Source: an optimization exercise on an open RTL-to-GDS flow (aim: small area). Production flows keep margins and buffers that such runs may drop. At most, simulation tests tie the RTL to the original design; equivalence was not proved. For run 1, only the layout was checked, not whether the RTL still works. Power and IR drop assume default switching activity.

## flow/standard.sh

```bash
#!/bin/bash
# synth_recipe.tcl (not shown) runs the flow's synth.tcl, then flattens the netlist and writes it again
# the make line also repeats each setting of config.mk as NAME=value (left out here)
make -C /OpenROAD-flow-scripts/flow DESIGN_CONFIG=/design/flow/config.mk WORK_HOME=/design/flow/orfs CLKGATE_MAP_FILE= SYNTH_SCRIPT=/design/flow/synth_recipe.tcl "${@:-finish}"
```

## flow/flow/run.sh

```bash
#!/bin/bash
# Standard ORFS layout, with the smallest buffer on every port, small
# clock buffers and no CTS dummy loads.
set -euo pipefail
export BUFFER_PORTS_ARGS="-buffer_cell sky130_fd_sc_hd__buf_1"
export CTS_ARGS="-sink_clustering_enable -repair_clock_nets -buf_list {sky130_fd_sc_hd__clkbuf_4 sky130_fd_sc_hd__clkbuf_8} -dont_use_dummy_load"
bash standard.sh > standard_make.log 2>&1
```

## flow/design.v

```verilog
module rmap (
    input             clk,
    input             rst,
    input             cmd_valid,
    output            cmd_ready,
    input      [31:0] cmd_word,
    input      [31:0] cmd_data,
    output            rsp_valid,
    input             rsp_ready,
    output     [3:0]  rsp_status,
    output     [31:0] rsp_rdata,
    output     [1:0]  rsp_ebank,
    output     [6:0]  rsp_eaddr,
    output     [7:0]  rsp_esel,
    output     [31:0] rsp_estatus,
    output            bus_req_valid,
    input             bus_req_ready,
    output            bus_req_write,
    output     [6:0]  bus_req_addr,
    output     [7:0]  bus_req_sel,
    output     [15:0] bus_req_wdata,
    input             bus_rsp_valid,
    input      [15:0] bus_rsp_rdata,
    input      [31:0] bus_rsp_status
);
    function [15:0] nswap(input [15:0] w);
        nswap = {w[11:8], w[15:12], w[3:0], w[7:4]};
    endfunction
    reg        s_idle, s_req, s_wt, s_rsp, s_scan;
    reg [2:0]  j;           
    reg [3:0]  t;           
    reg        wr;          
    reg [2:0]  st;          
    reg        c_raw, c_mask, c_set, c_b;
    reg [7:0]  c_sel;       
    wire       c_mux = c_sel[7];
    wire       c_v   = c_sel[6];
    wire [1:0] c_f   = c_sel[5:4];
    reg [31:0] d;
    reg [15:0] w;
    wire [3:0] op   = cmd_word[3:0];
    wire [3:0] feat = cmd_word[7:4];
    wire [1:0] bk   = cmd_word[9:8];
    wire [7:0] idx  = cmd_word[23:16];
    wire op_raw  = (op == 4'h1) || (op == 4'h2);
    wire op_mask = (op == 4'h3) || (op == 4'h4) || (op == 4'h9) || (op == 4'hA);
    wire op_port = (op == 4'h5) || (op == 4'h6) || (op == 4'hB) || (op == 4'hC);
    wire op_set  = (op == 4'h2) || (op == 4'h4) || (op == 4'h6) || (op == 4'hA) || (op == 4'hC);
    wire op_bank = !op[3];
    wire bad_res  = !(op_raw || op_mask || op_port) ||
                    (cmd_word[15:10] != 6'd0) || (cmd_word[31:25] != 7'd0);
    wire bad_sel  = (op_bank && (bk != 2'd1) && (bk != 2'd2)) ||
                    (!op_raw && (feat[3:2] != 2'd0)) ||
                    (op_port && (idx[7:5] != 3'd0)) ||
                    (op_port && op_bank && idx[4]);
    wire bad_wr   = op_set && !op_raw && (feat[1:0] != 2'd0) && (feat[1:0] != 2'd3);
    wire bad      = bad_res || bad_sel || bad_wr;
    wire [2:0] code = bad_res ? 3'd5 : bad_sel ? 3'd2 : bad_wr ? 3'd3 : 3'd0;
    wire        pol    = (c_f != 2'd0);
    wire [15:0] lrd    = nswap(bus_rsp_rdata);
    wire        fail   = bus_rsp_status[31];
    wire        rsp_in = s_wt && bus_rsp_valid;
    wire hit_f = (t[1:0] == c_f);
    wire hit   = hit_f && (c_mask || (t[3:2] == c_sel[1:0]));
    wire rv    = (c_mask ? d[0] : c_v) ^ pol;    
    wire gv    = w[0] ^ pol;                     
    wire last_scan = s_scan && (t == 4'd15);
    wire mask_step = s_scan && c_mask && hit_f;    
    wire [2:0] j_inc = j + 3'd1;
    wire next_real = c_mux || !j_inc[2];
    wire real_now = c_mux || !j[2];
    wire step_end = (rsp_in && !fail && wr && !c_raw) ||
                    (last_scan && !c_raw && (!c_set || !real_now));
    always @(posedge clk) begin
        if (rst) begin
            s_idle <= 1'b1;
            s_req  <= 1'b0;
            s_wt   <= 1'b0;
            s_rsp  <= 1'b0;
            s_scan <= 1'b0;
        end else begin
            if (s_idle && cmd_valid) begin
                s_idle <= 1'b0;
                if (bad)                s_rsp  <= 1'b1;
                else if (op == 4'h2)    s_scan <= 1'b1;
                else                    s_req  <= 1'b1;
            end
            if (s_req && bus_req_ready) begin
                s_req <= 1'b0;
                s_wt  <= 1'b1;
            end
            if (rsp_in) begin
                s_wt <= 1'b0;
                if (fail || (c_raw && wr))
                    s_rsp <= 1'b1;
                else if (!wr)
                    s_scan <= 1'b1;
            end
            if (last_scan) begin
                s_scan <= 1'b0;
                if (c_set && (real_now || !c_mask))
                    s_req <= 1'b1;
                if (c_raw && !wr)
                    s_rsp <= 1'b1;
                if (c_raw && wr)
                    s_req <= 1'b1;
            end
            if (step_end) begin
                if (!c_mask || j == 3'd7)
                    s_rsp <= 1'b1;
                else if (next_real)
                    s_req <= 1'b1;
                else
                    s_scan <= 1'b1;
            end
            if (s_rsp && rsp_ready) begin
                s_rsp  <= 1'b0;
                s_idle <= 1'b1;
            end
        end
    end
    wire rr_scan  = s_scan && c_raw;
    wire pg_hit   = s_scan && !c_mask && !c_raw && hit && !c_set;
    wire sh       = mask_step || rr_scan;
    wire cap_st   = rsp_in && fail;
    wire cap_zero = rsp_in && !fail && !c_mask;
    wire d_hold   = !(s_idle || cap_st || cap_zero || sh || pg_hit);
    wire [31:0] d_sh = {(c_set || !real_now || c_raw) ? 1'b0 : gv, d[31:17],
                        c_raw ? w[0] : d[16], d[15:1]};
    wire [31:0] d_nx = ({32{s_idle}} & cmd_data) |
                       ({32{cap_st}} & bus_rsp_status) |
                       ({32{sh}}     & d_sh) |
                       {31'd0, pg_hit & gv} |
                       ({32{d_hold}} & d);
    wire w_cap  = rsp_in && !wr;
    wire w_hold = !(w_cap || s_scan);
    wire w_in   = c_raw ? d[0] : (hit && c_set) ? rv : w[0];
    wire [15:0] w_nx = ({16{w_cap}}  & lrd) |
                       ({16{s_scan}} & {w_in, w[15:1]}) |
                       ({16{w_hold}} & w);
    always @(posedge clk) begin
        t <= s_scan ? t + 4'd1 : 4'd0;
        d <= d_nx;
        w <= w_nx;
        if (s_idle) begin
            c_raw  <= op_raw;
            c_mask <= op_mask;
            c_set  <= op_set;
            c_b    <= op_bank ? bk[1] : (op_port && idx[4]);
            c_sel  <= op_raw ? idx : {op[3] && op_mask, cmd_word[24], feat[1:0], idx[3:0]};
            wr     <= (op == 4'h2);
            j      <= {1'b0, op_port ? idx[3:2] : 2'd0};
            st     <= code;
        end else begin
            if (cap_st)
                st[0] <= 1'b1;
            if (rsp_in && c_set && !c_raw)
                wr <= !wr;
            if (step_end)
                j <= j_inc;
        end
    end
    wire bank = c_b || (c_mux && j[2]);
    assign cmd_ready     = s_idle;
    assign rsp_valid     = s_rsp;
    assign rsp_status    = {1'b0, st};
    assign rsp_rdata     = d;
    assign rsp_estatus   = d;
    assign rsp_ebank     = {bank, !bank};
    assign rsp_eaddr     = {5'b11000, bank, 1'b0};
    assign rsp_esel      = bus_req_sel;
    assign bus_req_valid = s_req;
    assign bus_req_write = wr;
    assign bus_req_addr  = {5'b11000, bank, 1'b0};
    assign bus_req_sel   = c_raw ? c_sel : {6'b000100, j[1:0]};
    assign bus_req_wdata = nswap(w);
endmodule
```

## flow/constraint.sdc

```tcl
create_clock -name core_clock -period 6.0 [get_ports {clk}]
set_input_delay 1.2000 -clock core_clock [delete_from_list [all_inputs] [get_ports {clk}]]
set_output_delay 1.2000 -clock core_clock [all_outputs]
set_load 0.01 [all_outputs]
```

## flow/config.mk

```make
export PLATFORM = sky130hd
export DESIGN_NAME = rmap
export DESIGN_NICKNAME = rmap
export VERILOG_FILES = /design/flow/design.v
export SDC_FILE = /design/flow/constraint.sdc
export NUM_CORES = 4
export LEC_CHECK = 0
export CAP_MARGIN = 20
export CORE_MARGIN = 2
export CORE_UTILIZATION = 25
export PLACE_DENSITY = 0.75
export SLEW_MARGIN = 20
```

==> summary.txt, run 1 <==
Floorplanning
  • Die H: 132 um
  • Initial Util: 25.6%
  • # IOs: 238
  • Die width: 132 um
  • FP Rows: 46
  • Die ar.: 17400 um2
  • Core box area: 15900 um2

GRT
  • Vias in the first global route: 3564
  • Grt ovf: 0
  • GRT Total Usage: 13.4%
  • Largest net degree at the start of global routing: 50
  • First-pass GRT wire length: 18.4 mm
  • Antenna violations before repair: 0

Placement
  • Routability Congestion: 0.827
  • Post-DP HPWL: 9.11 mm
  • Number of I/O port buffers: 224
  • Pre-CTS WS: 3120 ps

Route
  • Remaining antenna violation count: 0
  • 1st-iter DRT viols: 347
  • Residual DRC: 0
  • Routed vias: 3864
  • Wire per inst: 14.3 um
  • Vias per cell: 4.62
  • WL final: 12.0 mm
  • Drt pass-1 iters: 5

Timing
  • Fin. max-slew vios: 0
  • Hold Slack: 463 ps
  • Slack of the critical path: 3230 ps
  • Setup TNS: 0 ps
  • Actual slew at the worst max-slew pin: 934 ps
  • Unrepaired setup endpoints after global routing: no
  • Setup Viol. Count Final: 0
  • Fmax: 362 MHz
  • Period utilization: 46.1%
  • Rel. slew slack: 37.5%
  • Final Hold Fails: 0
  • Shortest period the worst path allows: 2770 ps
  • Clock skew: 21.9 ps

Synth
  • Simple-Gate Fraction of Synth Area: 19.0%
  • Fraction of the yosys area taken by sequential cells: 41.7%
  • Most area-consuming cells after synthesis: dfxtp_1 28%, edfxtp_1 13%, buf_4 10%, nand2_1 9.7%, a222oi_1 7.4%
  • Post-synthesis mux area share: 2.11%
  • Adder-cell share of the synthesized area: 0.919%
  • YS warnings: 1
  • Dominant cell type by area after synthesis: dfxtp_1
  • Synth Instances: 453
  • Synthesized area per cell: 9.02 um2
  • Mapped Area: 4080 um2
  • Synth Area in XOR/XNOR: 2.82%
  • Synth Register Bits: 76
  • Post-synthesis cell type count: 59
  • Post-synth top area share: 28.4%
  • Largest family of logic cells by synthesized area: compound AO/OA/AOI/OAI gates
  • Async S/R FF share, synth: 0%
  • Top_reg_cell synth: dfxtp_1
  • Compound-Gate Fraction of Synth Area: 19.1%
  • Post-synth EDFFs: 18

CTS
  • H-tree levels: 3
  • CTS tree: done
  • CTS resizes: 0
  • Cts hold-fix bufs: 0
  • CTS Buf Count: 9
  • Post-CTS setup buffers: 0
  • Root Buffer: clkbuf_8
  • Clock tree buffer depth: 2
  • Clock latency (worst-skew pair): 360 ps
  • Clock slew at reported path FFs: 80 ps
  • Clk sink count: 76

Outcome
  • Run status: complete, no violations

Layout
  • Filler cell count: 1744
  • Area Overhead vs Synth: 19.4%
  • Register area: 1700 um2
  • Combined area of the multi-input logic cells: 1860 um2
  • Number of diodes: 0
  • Most common cell after layout, fill and taps aside: buf_1
  • Layout cell share with drive strength beyond 1: 5.48%
  • Nets@finish: 744
  • Most frequent cells in the layout: 224 x buf_1, 106 x nand2_1, 57 x dfxtp_1, 30 x a222oi_1, 18 x edfxtp_1

Setup path
  • CP max stage delay: 670 ps
  • CP startpoint kind: flip-flop
  • CP bufs+invs: 1
  • CP top delay family: flip-flops
  • CP Data Required Time: 4800 ps
  • Critical path capture point type: output pin
  • Worst-path cell chain: mux2_2 > buf_1
  • Worst EP arrival: 1570 ps
  • Worst Setup Path Type: flip-flop to output pin
  • Reg2reg path depth: 5
  • R2r setup slk: 3660 ps
  • Crit. path cell count: 2
  • Slowest CP cell: edfxtp_1
  • CP max FO: 16

Worst hold path
  • Worst min-delay path class: flip-flop to flip-flop
  • Worst hold stages: 2

Power and ir drop
  • Worst vdd ir: 0.0785 mV
  • Lkg Pwr: 1.83 nW
  • PD cells: 232 nW/um2

Job
  • Max Cap Viol: 0
area by class of cell:
type / count / area share, %
flip-flops and latches: 76 / 34.9
well taps: 216 / 5.54
inverters: 9 / 0.693
multi-input cells: 297 / 38.1
clock buffers: 9 / 2.54
repair buffers: 230 / 18.2
sequential cells by signal (all words and copies together) (netlist names):
signal  flops
c_raw       1
s_scan      1
j           3
s_rsp       1
c_b         1
wr          1
t           4
s_wt        1
w          16
s_req       1
c_set       1
c_mask      1
s_idle      1
st          3
d          32
c_sel       8
layer usage:
metal  wire, um  global-route usage [%]  up-vias
met5          0                       0        -
met4        119                    4.77        0
met3        883                    3.61        8
met2       5710                    22.3      190
met1       5290                    16.7     1771
li1           -                       -     1895
cell usage after synthesis, types with 3 or more instances:
cell type,number
a21oi_1,11
a222oi_1,30
a22oi_1,17
and2_1,8
buf_2,8
buf_4,56
clkbuf_1,14
dfxtp_1,58
edfxtp_1,18
ha_1,3
inv_1,9
mux2_2,5
mux2i_1,3
nand2_1,106
nand2b_1,7
nand3_1,9
nand4_1,4
nor2_1,16
nor3_1,4
nor4_1,3
o21ai_0,7
xnor2_1,3
xor2_1,7
per-stage QoR:
| stage | power [mW] | cells | utilization, % | area, um2 |
|---|---|---|---|---|
| after global routing | 1.21 | 837 | 30.6 | 4870 |
| after CTS | 1.16 | 837 | 30.6 | 4870 |
| after floorplan | 0.788 | 464 | - | 4130 |
| final | 1.13 | 837 | 30.6 | 4870 |
| after global placement | 0.844 | 828 | 29.8 | 4750 |
| after detailed placement | 0.847 | 828 | 29.8 | 4750 |
power breakdown:
| part | internal (mW) | switching (mW) |
|---|---|---|
| clock network | 0.134 | 0.164 |
| registers | 0.564 | 0.0431 |
| logic | 0.0926 | 0.135 |
final timing paths:
path,start,end
max,c_raw$_DFFE_PP_,rsp_esel[0]
min,w[7]$_DFF_P_,w[7]$_DFF_P_
max reg2reg,c_raw$_DFFE_PP_,d[0]$_DFF_P_
min reg2reg,w[7]$_DFF_P_,w[7]$_DFF_P_
worst min-delay path, cell delays in order (launching register included):
cell and delay (ps):
dfxtp_1 330, nand2_1 60, nand2_1 40
kinds of logic (layout without fill, tap and decap cells):
kind of cell	after synthesis	count (layout)
AO/OA/AOI/OAI	90	90
XOR/XNOR	11	11
adder cells (fa/ha/maj)	3	3
buffers and inverters	91	248
flip-flops	76	76
multiplexers	8	8
other	2	13
AND/OR/NAND/NOR	172	172
==> run 2, diff against run 1 <==
--- a/flow/design.v
+++ b/flow/design.v
@@ -31,11 +31,9 @@
     reg [3:0]  t;           
     reg        wr;          
     reg [2:0]  st;          
-    reg        c_raw, c_mask, c_set, c_b;
+    reg        c_raw, c_mask, c_set, c_mux, c_v, c_b;
+    reg [1:0]  c_f;
     reg [7:0]  c_sel;       
-    wire       c_mux = c_sel[7];
-    wire       c_v   = c_sel[6];
-    wire [1:0] c_f   = c_sel[5:4];
     reg [31:0] d;
     reg [15:0] w;
     wire [3:0] op   = cmd_word[3:0];
@@ -146,8 +144,11 @@
             c_raw  <= op_raw;
             c_mask <= op_mask;
             c_set  <= op_set;
+            c_mux  <= op[3] && op_mask;
+            c_v    <= cmd_word[24];
+            c_f    <= feat[1:0];
             c_b    <= op_bank ? bk[1] : (op_port && idx[4]);
-            c_sel  <= op_raw ? idx : {op[3] && op_mask, cmd_word[24], feat[1:0], idx[3:0]};
+            c_sel  <= idx;
             wr     <= (op == 4'h2);
             j      <= {1'b0, op_port ? idx[3:2] : 2'd0};
             st     <= code;
==> flow/flow/run.sh (replaced) <==
#!/bin/bash
# Standard ORFS layout, with the smallest buffer on every port.
set -euo pipefail
export BUFFER_PORTS_ARGS="-buffer_cell sky130_fd_sc_hd__buf_1"
bash standard.sh > standard_make.log 2>&1
--- a/flow/config.mk
+++ b/flow/config.mk
@@ -7,6 +7,7 @@
 export LEC_CHECK = 0
 export CAP_MARGIN = 20
 export CORE_MARGIN = 2
-export CORE_UTILIZATION = 25
-export PLACE_DENSITY = 0.75
+export CORE_UTILIZATION = 20
+export CTS_BUF_LIST = sky130_fd_sc_hd__clkbuf_8
+export PLACE_DENSITY = 0.6
 export SLEW_MARGIN = 20
==> run 2 against run 1 <==
  * Clock power grew 36%
  * Non-clock buffer count unchanged
  * Register-to-register slack gained 30 ps
  * Cell area grew 3.6%
  * Synthesized cell count down 0.22%
  * Worst hold slack about the same
  * Wire length is 3.0% higher
  * Core utilization fell by 5.8 points
  * Critical path depth unchanged
  * Synthesized area grew 2.1%
  * Cell count grew 6.9%
  * Critical endpoint is now cmd_ready
==> summary.txt, run 2 <==
Floorplanning
  • Core box area: 20400 um2 (+28%)
  • Die width: 148 um (+13%)
  • FP Rows: 52 (+13%)
  • Die H: 148 um (+13%)
  • # IOs: 238 (unchanged)
  • Initial Util: 20.5% (-5.1 points)
  • Die ar.: 22000 um2 (+27%)

Power and ir drop
  • Internal: 0.879 mW (+11%)
  • Net Sw Frac: 30.9% (+0.69 points)
  • Worst vdd ir: 0.0694 mV (-12%)
  • Clk pwr share: 31.9% (+5.6 points)
  • Lkg Pwr: 1.86 nW (+1.6%)
  • Pwr Total: 1.27 mW (+12%)
  • PD cells: 252 nW/um2 (+8.3%)
  • Power share of the combinational group: 17.2% (-2.9 points)
  • Net switching power: 0.393 mW (+15%)
  • Sequential power share: 50.9% (-2.7 points)

Synth
  • Synth Register Bits: 80 (+5.3%)
  • Simple-Gate Fraction of Synth Area: 17.9% (-1.1 points)
  • Synth Instances: 452 (-0.22%)
  • Commonest cells post-synth: 105 x nand2_1, 58 x dfxtp_1, 56 x buf_4
  • Post-synthesis cell type count: 56 (-5.1%)
  • Dominant cell type by area after synthesis: dfxtp_1
  • Largest family of logic cells by synthesized area: compound AO/OA/AOI/OAI gates
  • Most area-consuming cells after synthesis: dfxtp_1 28%, edfxtp_1 16%, buf_4 10%, nand2_1 9.5%, a222oi_1 7.2%
  • Post-synthesis mux area share: 1.80% (-0.31 points)
  • Async S/R FF share, synth: 0% (unchanged)
  • YS warnings: 1 (unchanged)
  • Mapped Area: 4170 um2 (+2.1%)
  • Synthesized area per cell: 9.23 um2 (+2.3%)
  • Count leader, synth: nand2_1
  • Compound-Gate Fraction of Synth Area: 18.5% (-0.67 points)
  • Fraction of the yosys area taken by sequential cells: 43.7% (+2.0 points)
  • Post-synth EDFFs: 22 (+4)
  • Adder-cell share of the synthesized area: 0.900% (-0.019 points)
  • Post-synth top area share: 27.8% (-0.59 points)
  • Top_reg_cell synth: dfxtp_1
  • Synth Area in XOR/XNOR: 2.52% (-0.30 points)

CTS
  • Clk sink count: 80 (+5.3%)
  • CTS tree: done
  • Root Buffer: clkbuf_8
  • H-tree levels: 3 (unchanged)
  • CTS Buf Count: 9 (unchanged)
  • Clock tree buffer depth: 2 (unchanged)
  • Clock latency (worst-skew pair): 370 ps (about the same)
  • CTS resizes: 0 (unchanged)
  • Cts hold-fix bufs: 0 (unchanged)
  • Post-CTS setup buffers: 0 (unchanged)
  • Clock slew at reported path FFs: 90 ps (about the same)

Layout
  • Top reg by flops: d
  • Number of diodes: 0 (unchanged)
  • Post-route cell area: 5050 um2 (+3.6%)
  • Filler cell count: 2261 (+30%)
  • Largest registers: d x32, w x16, c_sel x8
  • Nets@finish: 741 (-0.40%)
  • Max FFs per register: 32 (unchanged)
  • Area Overhead vs Synth: 21.1%
  • Most frequent cells in the layout: 224 x buf_1, 105 x nand2_1, 57 x dfxtp_1, 30 x a222oi_1, 22 x edfxtp_1
  • Layout cell share with drive strength beyond 1: 5.44% (-0.035 points)
  • Most common cell after layout, fill and taps aside: buf_1

Setup path
  • Worst EP arrival: 1820 ps (+250 ps)
  • Reg2reg path depth: 7 (+2)
  • Worst Setup Path Type: flip-flop to output pin
  • R2r setup slk: 3690 ps (+30 ps)
  • Reg-to-reg endpoint: d[31]$_DFF_P_
  • CP endpoint: cmd_ready
  • Critical path capture point type: output pin
  • Critical Path Start: s_idle$_SDFFE_PP1P_
  • Worst R2R Start: s_idle$_SDFFE_PP1P_
  • CP Data Required Time: 4800 ps (about the same)
  • CP startpoint kind: flip-flop
  • CP max FO: 38 (+22)

Worst hold path
  • Hold_sp: w[7]$_DFF_P_
  • Worst min-delay path class: flip-flop to flip-flop

Route
  • Remaining antenna violation count: 0 (unchanged)
  • Residual DRC: 0 (unchanged)
  • WL final: 12.4 mm (+3.0%)
  • Routed vias: 3836 (-0.72%)
  • Wire per inst: 13.8 um (-3.7%)
  • Vias per cell: 4.29 (-7.2%)
  • Drt pass-1 iters: 6 (+1)
  • 1st-iter DRT viols: 286 (-18%)

Timing
  • Actual slew at the worst max-slew pin: 890 ps (-43.8 ps)
  • Setup Viol. Count Final: 0 (unchanged)
  • Setup TNS: 0 ps (unchanged)
  • Period utilization: 50.3% (+4.2 points)
  • Shortest period the worst path allows: 3020 ps (+254 ps)
  • Final Hold Fails: 0 (unchanged)
  • Fmax: 331 MHz (-8.4%)
  • Clock skew: 17.2 ps (-4.72 ps)
  • Rel. slew slack: 40.5% (+2.9 points)
  • Fin. max-slew vios: 0 (unchanged)
  • Unrepaired setup endpoints after global routing: no

GRT
  • Largest net degree at the start of global routing: 39 (-22%)
  • Vias in the first global route: 3396 (-4.7%)
  • Grt ovf: 0 (unchanged)
  • Antenna violations before repair: 0 (unchanged)
  • GRT Total Usage: 10.7% (-2.8 points)
  • M3 GR Usage: 2.30% (-1.3 points)
  • GR peak layer: met2
  • Global routing usage on met1: 13.7% (-3.1 points)
  • Grt met2 use: 17.4% (-4.9 points)
  • First-pass GRT wire length: 18.0 mm (-1.8%)

Placement
  • Placed Area: 4850 um2 (+2.2%)
  • Post-DP HPWL: 9.33 mm (+2.4%)
  • Routability Congestion: 0.749 (-9.4%)
  • Number of I/O port buffers: 224 (unchanged)

Outcome
  • Run status: complete, no violations

Job
  • Max Cap Viol: 0 (unchanged)
[run 2: cell count changes after synthesis, moves of 3 or more]
cell      before  now
buf_6          2    7
a21oi_1       11    7
buf_2          8    4
edfxtp_1      18   22
inv_1          9    5
nor2_1        16   12
nor2b_1        2    6
clkbuf_1      14   17
nand2b_1       7    4
[run 2: per-stage QoR]
step                instances  hold WS [ps]  worst slack, ps  utilization [%]
finish                    895           463             2980             24.8
global route              895           481             2840             24.8
detailed placement        879           453             3020             23.8
global placement          879           445             3090             23.8
CTS                       895           465             2930             24.8
floorplan                 463           446             3470                -
[run 2: how the worst min path moves through the flow]
stage                                 end  cells after the start  slack (ps)
after CTS                    w[5]$_DFF_P_                      2         460
after floorplan           t[0]$_SDFF_PN0_                      1         450
final                        w[7]$_DFF_P_                      2         460
after global routing         w[2]$_DFF_P_                      2         480
after global placement       w[3]$_DFF_P_                      2         450
after detailed placement     w[5]$_DFF_P_                      2         450
[run 2: logic make-up (layout without fill, tap and decap cells)]
kind of cell	count (synthesis)	after routing
and+or+nand+nor	166	166
AOI/OAI and AO/OA	92	92
buffers and inverters	90	252
DFF	80	80
xor gates and xnor gates	12	12
muxes	7	7
adders and majority gates	3	3
other	2	13
[run 2: per-layer routing]
layer | part of all wire [%] | vias up
met3 | 6.0 | 10
met5 | 0 | -
met1 | 45 | 1765
met4 | 1.3 | 0
met2 | 47 | 155
li1 | - | 1906
[run 2: power groups by stage]
stage	Sequential [mW]	Combinational, mW	Clock, mW
after floorplan	0.654	0.169	0
after global placement	0.660	0.221	0
after detailed placement	0.661	0.222	0
after CTS	0.649	0.222	0.431
after global routing	0.656	0.245	0.451
final	0.647	0.218	0.406
[run 2: worst max-delay path, cell delays in order (launching register included)]
cell and delay, ps:
dfxtp_2 820, buf_4 430, buf_1 190
[run 2: area by class of cell]
type	instances	area, um2	area share (%)
clock buffers	9	124	2.45
clock inverters	7	72.6	1.44
inverters	6	22.5	0.446
multi-input cells	293	1780	35.3
flip-flops and latches	80	1820	36.1
well taps	270	338	6.69
repair buffers	230	886	17.5
==> run 3, diff against run 2 <==
--- a/flow/design.v
+++ b/flow/design.v
@@ -26,14 +26,17 @@
     function [15:0] nswap(input [15:0] w);
         nswap = {w[11:8], w[15:12], w[3:0], w[7:4]};
     endfunction
-    reg        s_idle, s_req, s_wt, s_rsp, s_scan;
+    reg        s_idle, s_req, s_rsp, s_scan;
+    wire       s_wt = !(s_idle || s_req || s_rsp || s_scan);   
     reg [2:0]  j;           
     reg [3:0]  t;           
     reg        wr;          
-    reg [2:0]  st;          
-    reg        c_raw, c_mask, c_set, c_mux, c_v, c_b;
-    reg [1:0]  c_f;
+    reg        st0;         
+    reg        c_raw, c_mask, c_set, c_b;
     reg [7:0]  c_sel;       
+    wire       c_mux = c_sel[7];
+    wire       c_v   = c_sel[6];
+    wire [1:0] c_f   = c_sel[5:4];
     reg [31:0] d;
     reg [15:0] w;
     wire [3:0] op   = cmd_word[3:0];
@@ -53,7 +56,6 @@
                     (op_port && op_bank && idx[4]);
     wire bad_wr   = op_set && !op_raw && (feat[1:0] != 2'd0) && (feat[1:0] != 2'd3);
     wire bad      = bad_res || bad_sel || bad_wr;
-    wire [2:0] code = bad_res ? 3'd5 : bad_sel ? 3'd2 : bad_wr ? 3'd3 : 3'd0;
     wire        pol    = (c_f != 2'd0);
     wire [15:0] lrd    = nswap(bus_rsp_rdata);
     wire        fail   = bus_rsp_status[31];
@@ -73,7 +75,6 @@
         if (rst) begin
             s_idle <= 1'b1;
             s_req  <= 1'b0;
-            s_wt   <= 1'b0;
             s_rsp  <= 1'b0;
             s_scan <= 1'b0;
         end else begin
@@ -85,10 +86,8 @@
             end
             if (s_req && bus_req_ready) begin
                 s_req <= 1'b0;
-                s_wt  <= 1'b1;
             end
             if (rsp_in) begin
-                s_wt <= 1'b0;
                 if (fail || (c_raw && wr))
                     s_rsp <= 1'b1;
                 else if (!wr)
@@ -141,30 +140,28 @@
         d <= d_nx;
         w <= w_nx;
         if (s_idle) begin
-            c_raw  <= op_raw;
-            c_mask <= op_mask;
-            c_set  <= op_set;
-            c_mux  <= op[3] && op_mask;
-            c_v    <= cmd_word[24];
-            c_f    <= feat[1:0];
+            c_raw  <= op_raw || bad;
+            c_mask <= op_mask || bad;
+            c_set  <= bad ? bad_res : op_set;
             c_b    <= op_bank ? bk[1] : (op_port && idx[4]);
-            c_sel  <= idx;
+            c_sel  <= op_raw ? idx : {op[3] && op_mask, cmd_word[24], feat[1:0], idx[3:0]};
             wr     <= (op == 4'h2);
             j      <= {1'b0, op_port ? idx[3:2] : 2'd0};
-            st     <= code;
+            st0    <= bad_res || (!bad_sel && bad_wr);
         end else begin
             if (cap_st)
-                st[0] <= 1'b1;
+                st0 <= 1'b1;
             if (rsp_in && c_set && !c_raw)
                 wr <= !wr;
             if (step_end)
                 j <= j_inc;
         end
     end
+    wire c_bad = c_raw && c_mask;
     wire bank = c_b || (c_mux && j[2]);
     assign cmd_ready     = s_idle;
     assign rsp_valid     = s_rsp;
-    assign rsp_status    = {1'b0, st};
+    assign rsp_status    = {1'b0, c_bad && c_set, c_bad && !c_set, st0};
     assign rsp_rdata     = d;
     assign rsp_estatus   = d;
     assign rsp_ebank     = {bank, !bank};
==> flow/flow/run.sh (replaced) <==
#!/bin/bash
# Standard ORFS layout, with the smallest buffer on every port, small
# clock buffers and no CTS dummy loads.
set -euo pipefail
export BUFFER_PORTS_ARGS="-buffer_cell sky130_fd_sc_hd__buf_1"
export CTS_ARGS="-sink_clustering_enable -repair_clock_nets -sink_clustering_size 80 -sink_clustering_max_diameter 500 -buf_list sky130_fd_sc_hd__clkbuf_16 -dont_use_dummy_load"
bash standard.sh > standard_make.log 2>&1
--- a/flow/config.mk
+++ b/flow/config.mk
@@ -7,7 +7,6 @@
 export LEC_CHECK = 0
 export CAP_MARGIN = 20
 export CORE_MARGIN = 2
-export CORE_UTILIZATION = 20
-export CTS_BUF_LIST = sky130_fd_sc_hd__clkbuf_8
-export PLACE_DENSITY = 0.6
+export CORE_UTILIZATION = 25
+export PLACE_DENSITY = 0.75
 export SLEW_MARGIN = 20
==> run 3 against run 2 <==
  * Setup slack improved by 120 ps
  * Count of clock-buffer cells in the layout unchanged
  * Via count down 2.2%
  * Sequential share of layout area down 2.9 points
  * Die area fell by 23%
==> summary.txt, run 3 <==
Setup path
  • Reg2reg path depth: 5 (-2)
  • CP Data Required Time: 4800 ps (about the same)
  • CP max FO: 20 (-47%)
  • CP top delay family: flip-flops
  • Worst R2R Start: s_scan$_SDFF_PP0_
  • CP startpoint kind: flip-flop
  • CP bufs+invs: 1 (-1)
  • Worst-path cell chain: mux2_2 > buf_1
  • Worst Setup Path Type: flip-flop to output pin
  • CP max stage delay: 790 ps (-30 ps)
  • Critical path capture point type: output pin
  • CP endpoint: rsp_esel[1]
  • R2r setup slk: 3240 ps (-450 ps)
  • Reg-to-reg endpoint: s_scan$_SDFF_PP0_
  • Critical Path Start: c_raw$_DFFE_PP_
  • Slowest CP cell: edfxtp_1
  • Crit. path cell count: 2 (unchanged)
  • Worst EP arrival: 1700 ps (-120 ps)

Layout
  • Area Overhead vs Synth: 22.5%
  • Most frequent cells in the layout: 224 x buf_1, 56 x dfxtp_1, 49 x nand2_1, 32 x a221o_1, 31 x a22o_1
  • Post-route cell area: 4890 um2 (-3.2%)
  • Nets@finish: 707 (-4.6%)
  • Core Util, Final: 31.1% (+6.3 points)
  • Layout cell share with drive strength beyond 1: 4.62% (-0.82 points)
  • Non-Filler Instances: 800 (-11%)
  • Filler cell count: 1665 (-26%)
  • Number of diodes: 0 (unchanged)
  • Largest registers: d x32, w x16, c_sel x8
  • Most common cell after layout, fill and taps aside: buf_1
  • Max FFs per register: 32 (unchanged)
  • Top reg by flops: d

Synth
  • Most area-consuming cells after synthesis: dfxtp_1 29%, edfxtp_1 12%, buf_4 11%, a221o_1 8.0%, a22o_1 6.8%
  • Post-synthesis cell type count: 57 (+1.8%)
  • Mapped Area: 3990 um2 (-4.3%)
  • Top_reg_cell synth: dfxtp_1
  • Dominant cell type by area after synthesis: dfxtp_1
  • Synth Register Bits: 73 (-8.8%)
  • Post-synth top area share: 28.6% (+0.76 points)
  • Synthesized area per cell: 9.50 um2 (+3.0%)
  • Commonest cells post-synth: 57 x buf_4, 57 x dfxtp_1, 49 x nand2_1
  • YS warnings: 1 (unchanged)
  • Post-synth EDFFs: 16 (-27%)
  • Fraction of the yosys area taken by sequential cells: 40.6% (-3.0 points)
  • Synth Instances: 420 (-7.1%)
  • Async S/R FF share, synth: 0% (unchanged)

CTS
  • Clock latency (worst-skew pair): 340 ps (-30 ps)
  • CTS tree: done
  • CTS Buf Count: 9 (unchanged)
  • Root Buffer: clkbuf_16
  • Clk sink count: 73 (-8.8%)
  • Post-CTS setup buffers: 0 (unchanged)
  • Cts hold-fix bufs: 0 (unchanged)
  • CTS resizes: 0 (unchanged)
  • Clock slew at reported path FFs: 60 ps (-30 ps)
  • Clock tree buffer depth: 2 (unchanged)
  • H-tree levels: 3 (unchanged)

Timing
  • Actual slew at the worst max-slew pin: 930 ps (+40.4 ps)
  • Setup Viol. Count Final: 0 (unchanged)
  • Hold Slack: 461 ps (-1.73 ps)
  • Setup TNS: 0 ps (unchanged)
  • Fmax: 345 MHz (+4.1%)
  • Fin. max-slew vios: 0 (unchanged)
  • Final Hold Fails: 0 (unchanged)
  • Rel. slew slack: 37.9% (-2.6 points)
  • Shortest period the worst path allows: 2900 ps (-120 ps)
  • Period utilization: 48.3% (-2.0 points)
  • Clock skew: 15.3 ps (-1.95 ps)
  • Unrepaired setup endpoints after global routing: no

Route
  • WL final: 12.1 mm (-2.5%)
  • 1st-iter DRT viols: 182 (-36%)
  • Wire per inst: 15.1 um (+9.1%)
  • Residual DRC: 0 (unchanged)
  • Routed vias: 3751 (-2.2%)
  • Remaining antenna violation count: 0 (unchanged)
  • Drt pass-1 iters: 4 (-2)
  • Vias per cell: 4.69 (+9.4%)

Floorplanning
  • Die width: 130 um (-12%)
  • Die ar.: 17000 um2 (-23%)
  • Die H: 130 um (-12%)
  • FP Rows: 46 (-12%)
  • Core box area: 15700 um2 (-23%)
  • Initial Util: 25.4% (+4.9 points)
  • # IOs: 238 (unchanged)

Power and ir drop
  • Worst vdd ir: 0.117 mV (+69%)
  • Power share of the combinational group: 24.7% (+7.5 points)
  • Sequential power share: 46.1% (-4.8 points)
  • Net switching power: 0.504 mW (+28%)
  • Lkg Pwr: 1.82 nW (-2.0%)
  • PD cells: 312 nW/um2 (+24%)
  • Internal: 1.02 mW (+16%)
  • Clk pwr share: 29.2% (-2.7 points)
  • Net Sw Frac: 33.1% (+2.2 points)

Worst hold path
  • Worst hold stages: 2 (unchanged)
  • Worst min-delay path class: flip-flop to flip-flop

Outcome
  • Run status: complete, no violations

GRT
  • Global routing usage on met1: 16.6% (+3.0 points)
  • First-pass GRT wire length: 17.4 mm (-3.7%)
  • GR peak layer: met2
  • Antenna violations before repair: 0 (unchanged)
  • Grt met2 use: 22.6% (+5.2 points)
  • GRT Total Usage: 13.5% (+2.8 points)
  • Largest net degree at the start of global routing: 33 (-15%)
  • Grt ovf: 0 (unchanged)
  • Vias in the first global route: 3282 (-3.4%)
  • M3 GR Usage: 3.24% (+0.94 points)

Placement
  • Post-DP HPWL: 8.98 mm (-3.7%)
  • Number of I/O port buffers: 224 (unchanged)
  • Placed cells: 791 (-10%)
  • Routability Congestion: 0.808 (+7.8%)
  • Placed Area: 4660 um2 (-4.0%)

Job
  • Max Cap Viol: 0 (unchanged)
run 3: worst min path at each step:
stage                          startpoint         endpoint  slack, ps
after floorplan           t[0]$_SDFF_PN0_  t[0]$_SDFF_PN0_        450
after global placement       w[5]$_DFF_P_     w[5]$_DFF_P_        450
after global routing        w[11]$_DFF_P_    w[11]$_DFF_P_        480
after CTS                    w[8]$_DFF_P_     w[8]$_DFF_P_        460
after detailed placement     w[8]$_DFF_P_     w[8]$_DFF_P_        460
final                        w[1]$_DFF_P_     w[1]$_DFF_P_        460
run 3: power by group through the flow:
stage	Combinational [mW]	Clock, mW	Sequential (mW)
after floorplan	0.245	0	0.722
after global placement	0.374	0	0.713
after detailed placement	0.381	0	0.714
after CTS	0.382	0.463	0.704
after global routing	0.429	0.482	0.719
final	0.378	0.445	0.703
run 3: layer usage:
| layer | up-vias | share of wire, % |
|---|---|---|
| li1 | 1825 | - |
| met3 | 11 | 7.1 |
| met2 | 163 | 48 |
| met5 | - | 0 |
| met4 | 0 | 1.4 |
| met1 | 1752 | 43 |
run 3: cell families (layout without fill, tap and decap cells):
group / after synthesis / count (layout) / synth area share, %
AOI/OAI and AO/OA: 118 / 118 / 25.4
buffers and inverters: 91 / 244 / 14.0
and+or+nand+nor: 115 / 115 / 14.6
xor gates and xnor gates: 12 / 12 / 2.63
other: 2 / 13 / 0.188
DFF: 73 / 73 / 40.6
muxes: 6 / 6 / 1.60
adders and majority gates: 3 / 3 / 0.941
run 3: final cells by class:
type                    count  area [um2]  area share [%]
clock buffers               9         225            4.61
inverters                   6        22.5           0.461
multi-input cells         267        1870            38.2
flip-flops and latches     73        1620            33.2
well taps                 216         270            5.53
repair buffers            229         878            18.0
run 3: through the flow:
step           worst slack (ps)  power, mW
4_1_cts                    3050       1.55
2_1_floorplan              2990      0.967
3_3_place_gp               2780       1.09
5_1_grt                    2980       1.63
3_5_place_dp               2770       1.10
6_report                   3100       1.53
run 3: worst min-delay path, stage by stage (launching register included):
cell	delay (ps)
dfxtp_1	320
nand2_1	60
nand2_1	40
==> run 4, diff against run 3 <==
==> flow/flow/run.sh (replaced) <==
#!/bin/bash
# Standard ORFS layout, with the smallest buffer on every port, small
# clock buffers and no CTS dummy loads.
set -euo pipefail
export BUFFER_PORTS_ARGS="-buffer_cell sky130_fd_sc_hd__buf_1"
export CTS_ARGS="-sink_clustering_enable -repair_clock_nets -sink_clustering_size 40 -sink_clustering_max_diameter 200 -buf_list sky130_fd_sc_hd__clkbuf_8 -dont_use_dummy_load"
bash standard.sh > standard_make.log 2>&1
==> run 4 against run 3 <==
  * Combinational power is essentially flat
  * Synthesized cell count is the same
  * Clock power decreased by 33%
  * Cell count stayed put
  * Count of clock-buffer cells in the layout stayed put
  * Cell area is 2.1% lower
  * Register-to-register slack lost 40 ps
  * Sequential power about the same
  * Core utilization is 0.64 points lower
  * Flip-flop and latch count did not move
  * Worst hold slack better by 1.3 ps
  * Clock skew is 7.7 ps higher
  * Critical endpoint unchanged
==> summary.txt, run 4 <==
Outcome
  • Run status: complete, no violations

Worst hold path
  • Worst min-delay path class: flip-flop to flip-flop

Placement
  • Routability Congestion: 0.808 (unchanged)
  • Placed Area: 4660 um2 (unchanged)
  • Placed cells: 791 (unchanged)
  • Number of I/O port buffers: 224 (unchanged)
  • Post-DP HPWL: 8.98 mm (unchanged)

CTS
  • CTS Buf Count: 9 (unchanged)
  • H-tree levels: 3 (unchanged)
  • CTS tree: done
  • Post-CTS setup buffers: 0 (unchanged)
  • Clock slew at reported path FFs: 80 ps (+20 ps)
  • Clk sink count: 73 (unchanged)
  • Clock tree buffer depth: 2 (unchanged)
  • Cts hold-fix bufs: 0 (unchanged)
  • Root Buffer: clkbuf_8
  • CTS resizes: 0 (unchanged)
  • Clock latency (worst-skew pair): 370 ps (+30 ps)

Setup path
  • CP startpoint kind: flip-flop
  • Worst R2R Start: s_scan$_SDFF_PP0_
  • CP Data Required Time: 4800 ps (about the same)
  • Critical Path Start: c_raw$_DFFE_PP_
  • CP max stage delay: 810 ps (+20 ps)
  • Worst EP arrival: 1740 ps (+40 ps)
  • Reg2reg path depth: 5 (unchanged)
  • CP endpoint: rsp_esel[1]
  • Worst-path cell chain: mux2_2 > buf_1
  • Worst Setup Path Type: flip-flop to output pin
  • Critical path capture point type: output pin
  • Slowest CP cell: edfxtp_1
  • Reg-to-reg endpoint: s_scan$_SDFF_PP0_
  • CP max FO: 20 (unchanged)
  • R2r setup slk: 3200 ps (-40 ps)

Synth
  • Mapped Area: 3990 um2 (unchanged)
  • Compound-Gate Fraction of Synth Area: 25.4% (unchanged)
  • Largest family of logic cells by synthesized area: compound AO/OA/AOI/OAI gates
  • Simple-Gate Fraction of Synth Area: 14.6% (unchanged)
  • Post-synthesis mux area share: 1.60% (unchanged)
  • Synth Instances: 420 (unchanged)
  • Synth Register Bits: 73 (unchanged)
  • Post-synth top area share: 28.6% (unchanged)
  • Synth Area in XOR/XNOR: 2.63% (unchanged)
  • YS warnings: 1 (unchanged)
  • Most area-consuming cells after synthesis: dfxtp_1 29%, edfxtp_1 12%, buf_4 11%, a221o_1 8.0%, a22o_1 6.8%
  • Async S/R FF share, synth: 0% (unchanged)
  • Post-synth EDFFs: 16 (unchanged)
  • Dominant cell type by area after synthesis: dfxtp_1
  • Synthesized area per cell: 9.50 um2 (unchanged)
  • Commonest cells post-synth: 57 x buf_4, 57 x dfxtp_1, 49 x nand2_1
  • Top_reg_cell synth: dfxtp_1
  • Post-synthesis cell type count: 57 (unchanged)
  • Fraction of the yosys area taken by sequential cells: 40.6% (unchanged)
  • Adder-cell share of the synthesized area: 0.941% (unchanged)

Route
  • Residual DRC: 0 (unchanged)
  • Remaining antenna violation count: 0 (unchanged)
  • Drt pass-1 iters: 4 (unchanged)
  • 1st-iter DRT viols: 168 (-7.7%)
  • Routed vias: 3749 (-0.053%)
  • WL final: 12.1 mm (+0.31%)
  • Vias per cell: 4.69 (about the same)
  • Wire per inst: 15.1 um (+0.31%)

GRT
  • Vias in the first global route: 3299 (+0.52%)
  • Antenna violations before repair: 0 (unchanged)
  • Largest net degree at the start of global routing: 33 (unchanged)
  • Grt ovf: 0 (unchanged)
  • First-pass GRT wire length: 17.4 mm (+0.12%)
  • GRT Total Usage: 13.5% (+0.026 points)

Timing
  • Period utilization: 49.0% (+0.71 points)
  • Rel. slew slack: 34.0% (-3.9 points)
  • Final Hold Fails: 0 (unchanged)
  • Shortest period the worst path allows: 2940 ps (+42.4 ps)
  • Setup Viol. Count Final: 0 (unchanged)
  • Actual slew at the worst max-slew pin: 989 ps (+58.8 ps)
  • Fin. max-slew vios: 0 (unchanged)
  • Unrepaired setup endpoints after global routing: no
  • Clock skew: 23.0 ps (+7.74 ps)
  • Setup TNS: 0 ps (unchanged)
  • Fmax: 340 MHz (-1.4%)

Layout
  • Nets@finish: 707 (unchanged)
  • Post-route cell area: 4780 um2 (-2.1%)
  • Max FFs per register: 32 (unchanged)
  • Most common cell after layout, fill and taps aside: buf_1
  • Top reg by flops: d
  • Core Util, Final: 30.5% (-0.64 points)
  • Most frequent cells in the layout: 224 x buf_1, 56 x dfxtp_1, 49 x nand2_1, 32 x a221o_1, 31 x a22o_1
  • Combined area of the multi-input logic cells: 1870 um2 (unchanged)
  • Layout cell share with drive strength beyond 1: 4.62% (unchanged)
  • Non-Filler Instances: 800 (unchanged)
  • Area Overhead vs Synth: 19.9%
  • Largest registers: d x32, w x16, c_sel x8
  • Register area: 1620 um2 (unchanged)
  • Number of diodes: 0 (unchanged)
  • Filler cell count: 1675 (+0.60%)

Power and ir drop
  • Net Sw Frac: 35.4% (+2.4 points)
  • Worst vdd ir: 0.0837 mV (-28%)
  • Lkg Pwr: 1.77 nW (-2.5%)
  • Pwr Total: 1.38 mW (-9.5%)
  • Internal: 0.892 mW (-13%)
  • Clk pwr share: 21.8% (-7.4 points)
  • Net switching power: 0.489 mW (-3.1%)
  • Sequential power share: 50.9% (+4.8 points)
  • PD cells: 289 nW/um2 (-7.6%)
  • Power share of the combinational group: 27.4% (+2.7 points)

Job
  • Max Cap Viol: 0 (unchanged)

Floorplanning
  • Die width: 130 um (unchanged)
  • Die H: 130 um (unchanged)
  • # IOs: 238 (unchanged)
  • Core box area: 15700 um2 (unchanged)
  • Initial Util: 25.4% (unchanged)
  • FP Rows: 46 (unchanged)
  • Die ar.: 17000 um2 (unchanged)
==> run 4: kinds of logic (layout without fill, tap and decap cells) <==
family                   count (synthesis)  count (layout)
XOR/XNOR                                12              12
flip-flops                              73              73
AND/OR/NAND/NOR                        115             115
buffers and inverters                   91             244
adder cells (fa/ha/maj)                  3               3
AO/OA/AOI/OAI                          118             118
multiplexers                             6               6
other                                    2              13
==> run 4: per-layer routing <==
metal / wire length [um] / part of all wire (%) / global-route usage, % / vias up
met5: 0 / 0 / 0 / -
met4: 205 / 1.7 / 5.88 / 0
met3: 875 / 7.2 / 3.24 / 15
met2: 5750 / 48 / 22.6 / 163
met1: 5270 / 44 / 16.6 / 1748
li1: - / - / - / 1823
==> run 4: worst min path at each step <==
stage	slack, ps	endpoint	cells past startpoint	from
after detailed placement	460	w[8]$_DFF_P_	2	w[8]$_DFF_P_
final	460	w[1]$_DFF_P_	2	w[1]$_DFF_P_
after global placement	450	w[5]$_DFF_P_	2	w[5]$_DFF_P_
after global routing	480	w[11]$_DFF_P_	2	w[11]$_DFF_P_
after floorplan	450	t[0]$_SDFF_PN0_	1	t[0]$_SDFF_PN0_
after CTS	460	w[8]$_DFF_P_	2	w[8]$_DFF_P_
==> run 4: final cells by class <==
class                      instances  share of cell area (%)
multi-input combinational        267                    39.0
sequential                        73                    33.9
timing repair buffer             229                    18.4
tap                              216                    5.65
clock buffer                       9                    2.59
inverter                           6                   0.471
==> run 4: power by group through the flow <==
stage | logic [mW] | registers [mW] | clock network [mW]
6_report | 0.378 | 0.702 | 0.300
3_5_place_dp | 0.381 | 0.714 | 0
3_3_place_gp | 0.374 | 0.713 | 0
2_1_floorplan | 0.245 | 0.722 | 0
5_1_grt | 0.430 | 0.718 | 0.336
4_1_cts | 0.382 | 0.703 | 0.318
==> run 4: critical path, delay by kind of cell (launching register included) <==
| family | cells | cell delay (ps) |
|---|---|---|
| buffers and inverters | 1 | 130 |
| flip-flops | 1 | 810 |
| multiplexers | 1 | 430 |
==> run 4: per-stage QoR <==
step,hold WS (ps),worst slack (ps)
after floorplan,448,2990
after global placement,445,2780
after detailed placement,455,2770
after CTS,465,3000
after global routing,483,2940
final,462,3060
==> run 5, diff against run 4 <==
==> flow/flow/run.sh (replaced) <==
#!/bin/bash
# Standard ORFS layout with three changes that only affect cell area:
#  * the combinational logic of the standard synthesis netlist is mapped
#    again for area (flow/reabc.tcl); registers, their names and cell types
#    are left as the standard synthesis made them;
#  * the smallest buffer on every port;
#  * clock tree of clkbuf_8 cells without dummy loads.
set -euo pipefail
export BUFFER_PORTS_ARGS="-buffer_cell sky130_fd_sc_hd__buf_1"
export CTS_ARGS="-sink_clustering_enable -repair_clock_nets -sink_clustering_size 40 -sink_clustering_max_diameter 200 -buf_list sky130_fd_sc_hd__clkbuf_8 -dont_use_dummy_load"
R=$PWD/orfs/results/$FLOW_PLATFORM/rmap/base
bash standard.sh "$R/1_2_yosys.v" > standard_synth.log 2>&1
cp "$R/1_2_yosys.v" "$R/1_2_yosys_standard.v"
LIBERTY=$FLOW_HOME/platforms/$FLOW_PLATFORM/lib/sky130_fd_sc_hd__tt_025C_1v80.lib \
NETLIST_IN=$R/1_2_yosys_standard.v NETLIST_OUT=$R/1_2_yosys.v TOP=$FLOW_TOP \
ABC_SCRIPT=$PWD/flow/area.abc yosys -c flow/reabc.tcl > reabc.log 2>&1
bash standard.sh > standard_make.log 2>&1
==> flow/flow/area.abc (new file) <==
strash
&get -n
&deepsyn -T 20
&dc2
&synch2
&nf -R 1000
&put
==> flow/flow/reabc.tcl (new file) <==
# Re-map the combinational logic of the standard synthesis netlist for
# area. Register and tie cells are kept as they are (same instances, names
# and cell types); only the gates between them are mapped again.
yosys -import
set lib $::env(LIBERTY)
read_liberty -ignore_miss_func -ignore_miss_dir $lib
read_verilog $::env(NETLIST_IN)
hierarchy -top $::env(TOP)
set keep {}
foreach m [split [string trim [tee -q -s result.string select -list-mod =sky130_fd_sc_hd__df* =sky130_fd_sc_hd__edf* =sky130_fd_sc_hd__conb*]] "\n"] {
  lappend keep $m
}
foreach m $keep { setattr -mod -set keep_hierarchy 1 $m }
flatten
opt_clean -purge
set dont {}
foreach p {*probe* *lpflow* *dlygate* *dlymetal* *clkdlybuf* *clkbuf* *clkinv* *einv* *ebuf*} { lappend dont -dont_use $p }
abc -liberty $lib {*}$dont -script $::env(ABC_SCRIPT)
opt_clean -purge
hilomap -singleton -hicell sky130_fd_sc_hd__conb_1 HI -locell sky130_fd_sc_hd__conb_1 LO
opt_clean -purge
stat -liberty $lib
select -module $::env(TOP)
write_verilog -noattr -nohex -nodec -selected $::env(NETLIST_OUT)
==> run 5 against run 4 <==
  * Setup slack got worse by 410 ps
  * Sequential power hardly changed
  * Core utilization increased by 5.3 points
  * Critical path depth up 7
  * Critical path type is now input port to flip-flop
  * Count of clock-buffer cells in the layout stayed put
  * Global-route usage up 1.4 points
  * Non-clock buffer count did not move
  * Via count grew 0.77%
  * First-iteration DRC count is 85% higher
  * Die area fell by 18%
==> summary.txt, run 5 <==
Setup path
  • Slowest CP cell: nor4b_1
  • CP Data Required Time: 6040 ps (+1240 ps)
  • Reg2reg path depth: 10 (+5)
  • R2r setup slk: 3490 ps (+290 ps)
  • Most used cell, CP: and2_0
  • Critical path capture point type: flip-flop
  • Worst Setup Path Type: input port to flip-flop
  • CP max stage delay: 820 ps (about the same)
  • CP max FO: 6 (-70%)
  • CP startpoint kind: input port
  • Worst R2R Start: s_scan$_SDFF_PP0_
  • Reg-to-reg endpoint: s_rsp$_SDFF_PP0_
  • Worst-path cell chain: buf_1 > xnor2_1 > and2_0 > and2_0 > a21o_1 > o41ai_1 > a21boi_0 > nor4b_1 > o21ai_0
  • Worst EP arrival: 3390 ps (+1650 ps)

Layout
  • Number of diodes: 0 (unchanged)
  • Top reg by flops: d
  • Area Overhead vs Synth: 39.2%
  • Layout cell share with drive strength beyond 1: 2.94% (-1.7 points)
  • Most frequent cells in the layout: 224 x buf_1, 117 x nand2_1, 56 x dfxtp_1, 31 x a222oi_1, 22 x nor2_1
  • Filler cell count: 1309 (-22%)
  • Core Util, Final: 35.7% (+5.3 points)
  • Most common cell after layout, fill and taps aside: buf_1
  • Largest registers: d x32, w x16, c_sel x8
  • Post-route cell area: 4520 um2 (-5.4%)
  • Nets@finish: 733 (+3.7%)
  • Max FFs per register: 32 (unchanged)

Worst hold path
  • Hold_sp: w[13]$_DFF_P_
  • Worst min-delay path class: flip-flop to flip-flop
  • Worst hold stages: 2 (unchanged)
  • Hold Path End: w[13]$_DFF_P_

Timing
  • Fin. max-slew vios: 0 (unchanged)
  • Setup Viol. Count Final: 0 (unchanged)
  • Clock skew: 22.1 ps (-0.856 ps)
  • Final Hold Fails: 0 (unchanged)
  • Shortest period the worst path allows: 3350 ps (+409 ps)
  • Setup TNS: 0 ps (unchanged)
  • Fmax: 298 MHz (-12%)
  • Rel. slew slack: 38.9% (+4.9 points)
  • Period utilization: 55.9% (+6.8 points)
  • Actual slew at the worst max-slew pin: 904 ps (-84.8 ps)
  • Unrepaired setup endpoints after global routing: no

CTS
  • H-tree levels: 3 (unchanged)
  • Clock tree buffer depth: 2 (unchanged)
  • Post-CTS setup buffers: 0 (unchanged)
  • Clock latency (worst-skew pair): 350 ps (-20 ps)
  • CTS tree: done
  • CTS resizes: 0 (unchanged)
  • Clk sink count: 73 (unchanged)
  • CTS Buf Count: 9 (unchanged)
  • Root Buffer: clkbuf_8
  • Cts hold-fix bufs: 0 (unchanged)
  • Clock slew at reported path FFs: 70 ps (about the same)

GRT
  • First-pass GRT wire length: 16.7 mm (-4.0%)
  • GRT Total Usage: 15.0% (+1.4 points)
  • Vias in the first global route: 3239 (-1.8%)
  • Grt ovf: 0 (unchanged)
  • Antenna violations before repair: 0 (unchanged)
  • Largest net degree at the start of global routing: 56 (+70%)

Floorplanning
  • Die H: 118 um (-9.4%)
  • Core box area: 12700 um2 (-19%)
  • Die width: 118 um (-9.4%)
  • # IOs: 238 (unchanged)
  • Die ar.: 13900 um2 (-18%)
  • FP Rows: 41 (-11%)
  • Initial Util: 25.7% (+0.26 points)

Job
  • Max Cap Viol: 0 (unchanged)

Placement
  • Placed Area: 4390 um2 (-5.7%)
  • Number of I/O port buffers: 224 (unchanged)
  • Routability Congestion: 0.814 (+0.74%)
  • Post-DP HPWL: 8.04 mm (-10%)

Route
  • Drt pass-1 iters: 7 (+3)
  • 1st-iter DRT viols: 310 (+85%)
  • WL final: 10.9 mm (-10%)
  • Wire per inst: 13.9 um (-8.3%)
  • Remaining antenna violation count: 0 (unchanged)
  • Residual DRC: 0 (unchanged)
  • Routed vias: 3778 (+0.77%)
  • Vias per cell: 4.81 (+2.7%)

Synth
  • Synthesized area per cell: 8.93 um2 (-6.0%)
  • Mapped Area: 3250 um2 (-19%)
  • Synth Instances: 364 (-13%)
  • YS warnings: 1 (unchanged)

Power and ir drop
  • PD cells: 299 nW/um2 (+3.7%)
  • Worst vdd ir: 0.0991 mV (+18%)
  • Lkg Pwr: 1.68 nW (-5.2%)

Outcome
  • Run status: complete, no violations
run 5: cell type report:
type,count,area (um2),area share [%]
tap,172,215,4.76
inverter,5,18.8,0.415
timing repair buffer,229,878,19.4
multi-input combinational,297,1670,36.8
clock buffer,9,124,2.74
sequential,73,1620,35.9
run 5: per-layer routing:
metal / global-route usage (%) / share of wire, % / up-vias
li1: - / - / 1835
met1: 18.9 / 43 / 1748
met2: 24.9 / 49 / 186
met3: 3.49 / 7.4 / 9
met4: 5.20 / 1.2 / 0
met5: 0 / 0 / -
run 5: worst max path at each step:
stage / slack (ps) / from / to / depth (start not counted)
global placement: 2530 / cmd_word[0] / c_mask$_DFFE_PP_ / 9
global route: 2510 / cmd_word[0] / c_mask$_DFFE_PP_ / 9
floorplan: 1090 / s_idle$_SDFFE_PP1P_ / d[0]$_DFF_P_ / 6
finish: 2650 / cmd_word[0] / c_mask$_DFFE_PP_ / 9
CTS: 2770 / cmd_word[0] / c_mask$_DFFE_PP_ / 9
detailed placement: 2370 / cmd_word[0] / c_mask$_DFFE_PP_ / 9
run 5: worst max-delay path: cells and delay by family:
family | cells | cell delay [ps]
AO/OA/AOI/OAI | 4 | 600
AND/OR/NAND/NOR | 3 | 1180
XOR/XNOR | 1 | 160
buffers and inverters | 1 | 240
run 5: power by group:
group / leakage, nW / internal, mW / switching [mW]
clock network: 0.0647 / 0.134 / 0.158
registers: 0.631 / 0.603 / 0.0965
logic: 0.986 / 0.140 / 0.222
run 5: metrics by stage:
stage,hold WS [ps],setup slack (ps),total power [mW],cells
detailed placement,452,2370,1.07,775
global placement,447,2530,1.07,775
floorplan,465,1090,0.893,375
global route,487,2510,1.44,785
CTS,465,2770,1.37,784
finish,462,2650,1.35,785
==> run 6, diff against run 5 <==
--- a/flow/design.v
+++ b/flow/design.v
@@ -34,7 +34,7 @@
     reg        st0;         
     reg        c_raw, c_mask, c_set, c_b;
     reg [7:0]  c_sel;       
-    wire       c_mux = c_sel[7];
+    wire       c_mux = c_sel[7] && !c_raw;
     wire       c_v   = c_sel[6];
     wire [1:0] c_f   = c_sel[5:4];
     reg [31:0] d;
@@ -66,11 +66,9 @@
     wire gv    = w[0] ^ pol;                     
     wire last_scan = s_scan && (t == 4'd15);
     wire mask_step = s_scan && c_mask && hit_f;    
-    wire [2:0] j_inc = j + 3'd1;
-    wire next_real = c_mux || !j_inc[2];
-    wire real_now = c_mux || !j[2];
-    wire step_end = (rsp_in && !fail && wr && !c_raw) ||
-                    (last_scan && !c_raw && (!c_set || !real_now));
+    wire last_k    = (j[1:0] == 2'd3) && (j[2] || !c_mux);
+    wire step_end  = (rsp_in && !fail && wr && !c_raw) ||
+                     (last_scan && !c_raw && !c_set);
     always @(posedge clk) begin
         if (rst) begin
             s_idle <= 1'b1;
@@ -84,9 +82,8 @@
                 else if (op == 4'h2)    s_scan <= 1'b1;
                 else                    s_req  <= 1'b1;
             end
-            if (s_req && bus_req_ready) begin
+            if (s_req && bus_req_ready)
                 s_req <= 1'b0;
-            end
             if (rsp_in) begin
                 if (fail || (c_raw && wr))
                     s_rsp <= 1'b1;
@@ -95,20 +92,16 @@
             end
             if (last_scan) begin
                 s_scan <= 1'b0;
-                if (c_set && (real_now || !c_mask))
+                if (c_set)
                     s_req <= 1'b1;
-                if (c_raw && !wr)
+                else if (c_raw)
                     s_rsp <= 1'b1;
-                if (c_raw && wr)
-                    s_req <= 1'b1;
             end
             if (step_end) begin
-                if (!c_mask || j == 3'd7)
+                if (!c_mask || last_k)
                     s_rsp <= 1'b1;
-                else if (next_real)
+                else
                     s_req <= 1'b1;
-                else
-                    s_scan <= 1'b1;
             end
             if (s_rsp && rsp_ready) begin
                 s_rsp  <= 1'b0;
@@ -122,8 +115,9 @@
     wire cap_st   = rsp_in && fail;
     wire cap_zero = rsp_in && !fail && !c_mask;
     wire d_hold   = !(s_idle || cap_st || cap_zero || sh || pg_hit);
-    wire [31:0] d_sh = {(c_set || !real_now || c_raw) ? 1'b0 : gv, d[31:17],
-                        c_raw ? w[0] : d[16], d[15:1]};
+    wire ins_lo   = c_raw ? w[0] : c_set ? 1'b0 : gv;
+    wire [31:0] d_sh = {c_mux && !c_set && gv, d[31:17],
+                        c_mux ? d[16] : ins_lo, d[15:1]};
     wire [31:0] d_nx = ({32{s_idle}} & cmd_data) |
                        ({32{cap_st}} & bus_rsp_status) |
                        ({32{sh}}     & d_sh) |
@@ -154,7 +148,7 @@
             if (rsp_in && c_set && !c_raw)
                 wr <= !wr;
             if (step_end)
-                j <= j_inc;
+                j <= j + 3'd1;
         end
     end
     wire c_bad = c_raw && c_mask;
--- a/flow/flow/reabc.tcl
+++ b/flow/flow/reabc.tcl
@@ -16,9 +16,15 @@
 set dont {}
 foreach p {*probe* *lpflow* *dlygate* *dlymetal* *clkdlybuf* *clkbuf* *clkinv* *einv* *ebuf*} { lappend dont -dont_use $p }
 abc -liberty $lib {*}$dont -script $::env(ABC_SCRIPT)
+# as the standard synthesis ends: split nets, tie cells, buffers on
+# pass-through wires
+splitnets
 opt_clean -purge
 hilomap -singleton -hicell sky130_fd_sc_hd__conb_1 HI -locell sky130_fd_sc_hd__conb_1 LO
+insbuf -buf sky130_fd_sc_hd__buf_4 A X
 opt_clean -purge
+# flattening the cell models leaves names with a '.' in them; hide them
+yosys rename -hide w:*.* c:*.*
 stat -liberty $lib
 select -module $::env(TOP)
 write_verilog -noattr -nohex -nodec -selected $::env(NETLIST_OUT)
==> run 6 against run 5 <==
  * Count of clock-buffer cells in the layout stayed put
  * Still clean
  * Global-route usage is 1.7 points lower
  * Cell area is 0.88% higher
  * Total power is 0.91% higher
  * Die area is 22% higher
  * Flip-flop and latch count stayed put
  * Non-clock buffer count is 2 higher
  * Sequential power hardly changed
  * Critical path depth is 3 higher
  * Synthesized cell count is 27% higher
  * Worst hold slack worse by 3.1 ps
==> summary.txt, run 6 <==
Outcome
  • Run status: complete, no violations

Layout
  • Post-route cell area: 4560 um2 (+0.88%)
  • Layout cell share with drive strength beyond 1: 3.28% (+0.34 points)
  • Number of diodes: 0 (unchanged)
  • Most frequent cells in the layout: 224 x buf_1, 108 x nand2_1, 56 x dfxtp_1, 31 x a222oi_1, 23 x nor2_1
  • Max FFs per register: 32 (unchanged)
  • Core Util, Final: 28.9% (-6.8 points)
  • Top reg by flops: d
  • Most common cell after layout, fill and taps aside: buf_1
  • Largest registers: d x32, w x16, c_sel x8
  • Area Overhead vs Synth: 14.1%
  • Nets@finish: 730 (-0.41%)

Route
  • Drt pass-1 iters: 7 (unchanged)
  • Routed vias: 3804 (+0.69%)
  • WL final: 12.1 mm (+12%)
  • Remaining antenna violation count: 0 (unchanged)
  • 1st-iter DRT viols: 304 (-1.9%)
  • Residual DRC: 0 (unchanged)
  • Wire per inst: 14.7 um (+6.1%)
  • Vias per cell: 4.61 (-4.3%)

GRT
  • Vias in the first global route: 3154 (-2.6%)
  • Largest net degree at the start of global routing: 56 (unchanged)
  • First-pass GRT wire length: 16.9 mm (+0.91%)
  • Antenna violations before repair: 0 (unchanged)
  • Grt ovf: 0 (unchanged)
  • GRT Total Usage: 13.2% (-1.7 points)

Setup path
  • Worst R2R Start: s_idle$_SDFFE_PP1P_
  • Reg-to-reg endpoint: d[0]$_DFF_P_
  • Worst EP arrival: 3340 ps (-50 ps)
  • CP startpoint kind: input port
  • CP max FO: 5 (-1)
  • CP Data Required Time: 6310 ps (+270 ps)
  • Worst Setup Path Type: input port to flip-flop
  • R2r setup slk: 3330 ps (-160 ps)
  • Critical path capture point type: flip-flop
  • Reg2reg path depth: 8 (-2)

Floorplanning
  • FP Rows: 46 (+12%)
  • Die ar.: 17000 um2 (+22%)
  • Initial Util: 25.4% (-0.28 points)
  • Core box area: 15800 um2 (+24%)
  • Die width: 131 um (+11%)
  • # IOs: 238 (unchanged)
  • Die H: 131 um (+11%)

Worst hold path
  • Hold_sp: w[8]$_DFF_P_
  • Worst min-delay path class: flip-flop to flip-flop
  • Worst hold stages: 2 (unchanged)
  • Hold Path End: w[8]$_DFF_P_

Power and ir drop
  • Internal: 0.876 mW (-0.18%)
  • Lkg Pwr: 1.68 nW (+0.22%)
  • PD cells: 299 nW/um2 (about the same)
  • Net Sw Frac: 35.9% (+0.70 points)
  • Clk pwr share: 22.1% (+0.5 points)
  • Power share of the combinational group: 26.9% (+0.2 points)
  • Worst vdd ir: 0.0897 mV (-9.5%)
  • Net switching power: 0.490 mW (+2.9%)
  • Sequential power share: 51.0% (-0.7 points)
  • Pwr Total: 1.37 mW (+0.91%)

Synth
  • Synthesized area per cell: 8.64 um2 (-3.2%)
  • YS warnings: 1 (unchanged)
  • Synth Instances: 463 (+27%)
  • Mapped Area: 4000 um2 (+23%)

Timing
  • Setup TNS: 0 ps (unchanged)
  • Fmax: 330 MHz (+11%)
  • Actual slew at the worst max-slew pin: 655 ps (-249 ps)
  • Shortest period the worst path allows: 3030 ps (-320 ps)
  • Clock skew: 19.9 ps (-2.23 ps)
  • Slack of the critical path: 2970 ps (+320 ps)
  • Fin. max-slew vios: 0 (unchanged)
  • Setup Viol. Count Final: 0 (unchanged)
  • Final Hold Fails: 0 (unchanged)
  • Rel. slew slack: 56.3% (+17 points)
  • Unrepaired setup endpoints after global routing: no
  • Period utilization: 50.5% (-5.3 points)

Placement
  • Pre-CTS WS: 2630 ps (+266 ps)
  • Number of I/O port buffers: 224 (unchanged)
  • Routability Congestion: 0.871 (+7.0%)
  • Post-DP HPWL: 9.14 mm (+14%)
  • Placed Area: 4440 um2 (+1.1%)

CTS
  • H-tree levels: 3 (unchanged)
  • Clk sink count: 73 (unchanged)
  • CTS resizes: 0 (unchanged)
  • CTS tree: done
  • Post-CTS setup buffers: 0 (unchanged)
  • Clock tree buffer depth: 2 (unchanged)
  • Cts hold-fix bufs: 0 (unchanged)
  • CTS Buf Count: 9 (unchanged)
  • Clock latency (worst-skew pair): 370 ps (+20 ps)
  • Root Buffer: clkbuf_8
  • Clock slew at reported path FFs: 80 ps (about the same)

Job
  • Max Cap Viol: 0 (unchanged)
==> run 6: how the worst max path moves through the flow <==
stage / start / end / slack, ps / cells past startpoint
3_3_place_gp: cmd_word[0] / s_scan$_SDFF_PP0_ / 2730 / 12
5_1_grt: cmd_word[0] / s_scan$_SDFF_PP0_ / 2760 / 12
4_1_cts: cmd_word[0] / s_scan$_SDFF_PP0_ / 3020 / 12
6_report: cmd_word[0] / s_scan$_SDFF_PP0_ / 2970 / 12
3_5_place_dp: cmd_word[0] / s_scan$_SDFF_PP0_ / 2630 / 12
2_1_floorplan: s_idle$_SDFFE_PP1P_ / d[0]$_DFF_P_ / 1810 / 5
==> run 6: cell type report <==
class                           instances  area, um2
Clock buffer                            9        124
Fill cell                            1725      11200
Inverter                                6       22.5
Multi-Input combinational cell        291       1630
Sequential cell                        73       1620
Tap cell                              216        270
Timing Repair Buffer                  231        893
==> run 6: layer usage <==
layer,vias up,routed length [um],track usage [%]
met5,-,0,0
met4,0,221,5.82
met3,13,1060,3.83
met2,197,5470,19.3
met1,1765,5390,18.1
li1,1829,-,-
==> run 6: power groups by stage <==
stage                     logic, mW  clock network (mW)  registers (mW)
final                         0.367               0.302           0.696
after global routing          0.422               0.338           0.714
after CTS                     0.369               0.321           0.697
after detailed placement      0.368                   0           0.709
after global placement        0.361                   0           0.706
after floorplan               0.372                   0           0.683
==> run 6: stage by stage <==
stage	hold WS [ps]	std cells
global route	488	826
finish	459	826
global placement	447	817
detailed placement	454	817
CTS	462	826
floorplan	436	474
==> run 6: critical path: stages <==
cell and delay [ps]:
buf_1 120, or2_0 310, xor2_1 180, and3_1 210
nor2_1 90, nor2_1 80, a21oi_1 190, nand2b_1 90
nor3_1 440, nand4_1 160, o21ai_0 110, and3b_1 170

==> separate check: timing with driven ports <==
In the flow no input, the clock included, has a driving cell. The finished layouts below were timed again as built, in two steps. Step 1: set_driving_cell puts a clkbuf_16 on clk and a buf_2 on each other input, an assumption about the parent block. Step 2 times the ports against the registers' clock, not the clock port: input delays grow and output delays shrink by t, the midpoint of the rising clock arrivals with the driver on. a / b / c = no drivers / after step 1 / after step 2; a / b = the first two.
run	t (ns)	setup WS [ns]
run 1	0.380	3.234 / 3.199 / 3.082
run 2	0.397	2.980 / 2.943 / 3.009
run 3	0.370	3.100 / 3.061 / 2.755
run 4	0.391	3.057 / 3.024 / 2.752
run 5	0.366	2.648 / 2.654 / 2.288
run 6	0.393	2.969 / 2.987 / 2.594
After both steps every run listed still meets setup and hold.
